Background: an optimization exercise with open tools, aiming at small area and few clock cycles. Do not read the settings as production practice.
At most, simulation tests tie the RTL to the original design; equivalence was not proved.

== before ==
Design mec_core, start of the top module:
module mec_core (
    input  wire        CLK,
    input  wire        RST,
    input  wire        CMD_VALID,
    output wire        CMD_READY,
    input  wire [15:0] CMD,
    input  wire [63:0] A_VAL,
    input  wire [6:0]  A_LEN,
    input  wire [63:0] B_VAL,
    input  wire [6:0]  B_LEN,
    input  wire [31:0] S0,
    input  wire [31:0] S1,
    input  wire [63:0] BIN,
    output wire [63:0] R_VAL,
    output wire [6:0]  R_LEN,
    output wire [63:0] Q_VAL,
    output wire [6:0]  Q_LEN,
    output wire [31:0] R_SCL,
    output wire [63:0] BOUT,
    output wire [31:0] STATUS
);
clock: 12.0 ns
lec_check: 0
abc_area: 1
cap_margin: 10
core_area: 2 2 318 318
die_area: 0 0 320 320
slew_margin: 10
standard.sh (not shown) runs the stock make flow with config.mk's settings and CLKGATE_MAP_FILE= SYNTH_SCRIPT=/design/flow/synth_recipe.tcl, a recipe that flattens the netlist after the stock synthesis.
==> flow/flow/run.sh <==
#!/bin/bash
# Layout flow: the standard ORFS flow, with two changes.
#  - The port buffers are the smallest buffer cell.
#  - Synthesis maps the logic with an area-oriented ABC script, and without
#    the full-adder extraction and fast-adder mapping passes. It is the
#    standard synthesis script otherwise, so the flip-flops come out the same;
#    this is checked against the standard synthesis, and the standard netlist
#    is used if they differ.
# Each tool's output goes to a log file in this folder.
set -euo pipefail
W=$(pwd)
F="$W/flow"
R="$W/orfs/results/sky130hd/mec_core/base"
export BUFFER_PORTS_ARGS="-buffer_cell sky130_fd_sc_hd__buf_1"

# reference: the standard synthesis
bash standard.sh synth > std_synth.log 2>&1
cp "$R/1_2_yosys.v" std_1_2_yosys.v

# own synthesis: the standard script with the abc step's script replaced
{
  head -n 1 synth_recipe.tcl
  echo 'proc abc {args} {'
  echo '  set i [lsearch -exact $args -script]'
  echo "  if { \$i >= 0 } { lset args [expr { \$i + 1 }] $F/area.abc }"
  echo '  yosys abc {*}$args'
  echo '}'
  tail -n +2 synth_recipe.tcl
} > own_synth.tcl
sed "s#SYNTH_SCRIPT=[^ ]*synth_recipe.tcl#SYNTH_SCRIPT=$W/own_synth.tcl ADDER_MAP_FILE= SYNTH_OPERATIONS_ARGS=-noshare#" standard.sh > own_standard.sh
rm -f "$R/1_2_yosys.v" "$R/1_2_yosys.sdc" "$R/1_synth.odb" "$R/1_synth.sdc"
bash own_standard.sh synth > own_synth.log 2>&1

flops() { grep -oE '^\s*sky130_fd_sc_hd__(dfxtp|edfxtp|dfrtp|dfstp|dfbbp|sdf[a-z]*|edf[a-z]*|df[a-z]*)_[0-9]+ +[^ ]+' "$1" | sed -E 's/_[0-9]+ +/ /' | sort; }
if ! cmp -s <(flops std_1_2_yosys.v) <(flops "$R/1_2_yosys.v") || [ "$(flops std_1_2_yosys.v | wc -l)" = 0 ]; then
  echo "flip-flops differ from the standard synthesis; using the standard netlist" > own_synth_fallback.log
  rm -f "$R/1_2_yosys.v" "$R/1_2_yosys.sdc" "$R/1_synth.odb" "$R/1_synth.sdc"
  bash standard.sh synth > std_synth2.log 2>&1
fi

bash own_standard.sh > own_flow.log 2>&1
==> flow/flow/area.abc <==
strash
&get -n
&st
&syn3
&synch2
&put
dch -f
amap
&get -n
&st
&syn3
&synch2
&put
dch -f
amap
topo
What after does differently from before at the input level:
--- a/flow/design.v
+++ b/flow/design.v
@@ -74,23 +74,23 @@
                      M_EMPTY_SOURCE = 4'd3, M_ZERO_COUNT = 4'd4;
     localparam [3:0] X_BAD_OPCODE = 4'd1, X_RESERVED_BITS = 4'd2,
                      X_BAD_LENGTH = 4'd3, X_ENC_RANGE = 4'd4,
                      X_BAD_WINDOW = 4'd5, X_NOT_A_CODE = 4'd6,
                      X_EMPTY_CODEWORD = 4'd7, X_CAT_OVERFLOW = 4'd8;
     genvar gi;
     reg        busy;
     reg        fault;
     reg [3:0]  fcause;
     reg [2:0]  code;
     reg [3:0]  cause;
-    reg [63:0] d;
+    reg [63:0] d_n;         
     reg [6:0]  r_len;
     reg [6:0]  q_len;
     reg        m_wr;        
     reg        m_scl;       
     reg [3:0]  n_scl;       
     reg [3:0]  l_op;
     reg [2:0]  l_ecode;     
     reg [3:0]  l_ecause;
     reg [63:0] l_x;
     reg [6:0]  l_len;       
     reg [6:0]  l_p;         
@@ -320,23 +320,23 @@
         default:  n_rlen = 7'd0;
         endcase
     end
     always @(posedge CLK) begin
         if (!busy)
             rd_used <= 7'd0;
         else
             rd_used <= c_end;
     end
     always @(posedge CLK) begin
         if (busy && done)
-            d <= d_next;
+            d_n <= ~d_next;
     end
     always @(posedge CLK) begin
         if (RST) begin
             busy   <= 1'b0;
             fault  <= 1'b0;
             fcause <= 4'd0;
             code   <= C_OK;
             cause  <= 4'd0;
             r_len  <= 7'd0;
             q_len  <= 7'd0;
             m_wr   <= 1'b0;
@@ -352,20 +352,21 @@
             r_len  <= ok ? n_rlen : 7'd0;
             q_len  <= (ok && o_split) ? 7'd64 - c_end : 7'd0;
             m_wr   <= ok && o_write;
             m_scl  <= ok && (o_clen || o_dec || o_lead || o_eq);
             n_scl  <= !ok ? 4'd0 : o_read ? ceil8(c_end) : o_write ? l_len[3:0] : 4'd0;
             if (n_code == C_CONTRACT) begin
                 fault  <= 1'b1;
                 fcause <= n_cause;
             end
         end
     end
+    wire [63:0] d    = ~d_n;
     wire [63:0] d_rv = brev(d);
     wire [63:0] r_m  = tmask(r_len);
     assign R_VAL = d    & r_m;
     assign Q_VAL = d_rv & ~brev(r_m) & {64{|q_len}};
     assign BOUT  = d_rv & {64{m_wr}};
     assign R_LEN = r_len;
     assign Q_LEN = q_len;
     assign R_SCL = (d[31:0] & {32{m_scl}}) | {28'd0, n_scl};
 endmodule
### Flow results
- The higher worst slew slack as a fraction of its limit of after and before is in after.
- Relative to before, the final instance area of after is higher by 2.8%.
- Comparing the two runs side by side, after comes out ahead of before on largest clock skew in the final design.
- Number of buffers and inverters on the critical path ends up lower on after.
- Post-synthesis cell count: after < before
- Final cell count without fillers up 1.1% in after wrt before
- Delta (after minus before): portion of the clock cycle consumed by the worst path in the final layout moved down; fmax moved up.
- More vias were needed by after than by before.
Testbench counts of after, summed over its fixed seeds: cycles 25,591.
Function not checked in before: the RTL went through the layout flow alone.

[port drivers added, routing unchanged]
The results above use ideal ports. As a check the final layouts listed here were re-extracted and re-timed, cells and wires unchanged. Step 1, drivers: a clkbuf_16 drives CLK and a buf_2 each remaining input, both assumed. Step 2 times the ports against the registers' clock, not the clock port: input delays grow and output delays shrink by t, the midpoint of the rising clock arrivals with the driver on. Three values: ideal ports, drivers, drivers and shift; two values: the first two.
| run | t, ns | setup WS [ns] | worst setup path after step 2 | slew at the worst register clock pin (ns) | worst slew at a driven data input, ns |
|---|---|---|---|---|---|
| before | 0.544 | 1.459 / 1.459 / 1.184 | input to register | 0.08 / 0.08 | 0.08 |
| after | 0.573 | 1.648 / 1.691 / 1.118 | input to register | 0.09 / 0.09 | 0.12 |
After both steps setup and hold are still met in every run listed. The setup slack of after, which loses most, moves by +0.043 ns with the drivers and by -0.530 ns with both steps.
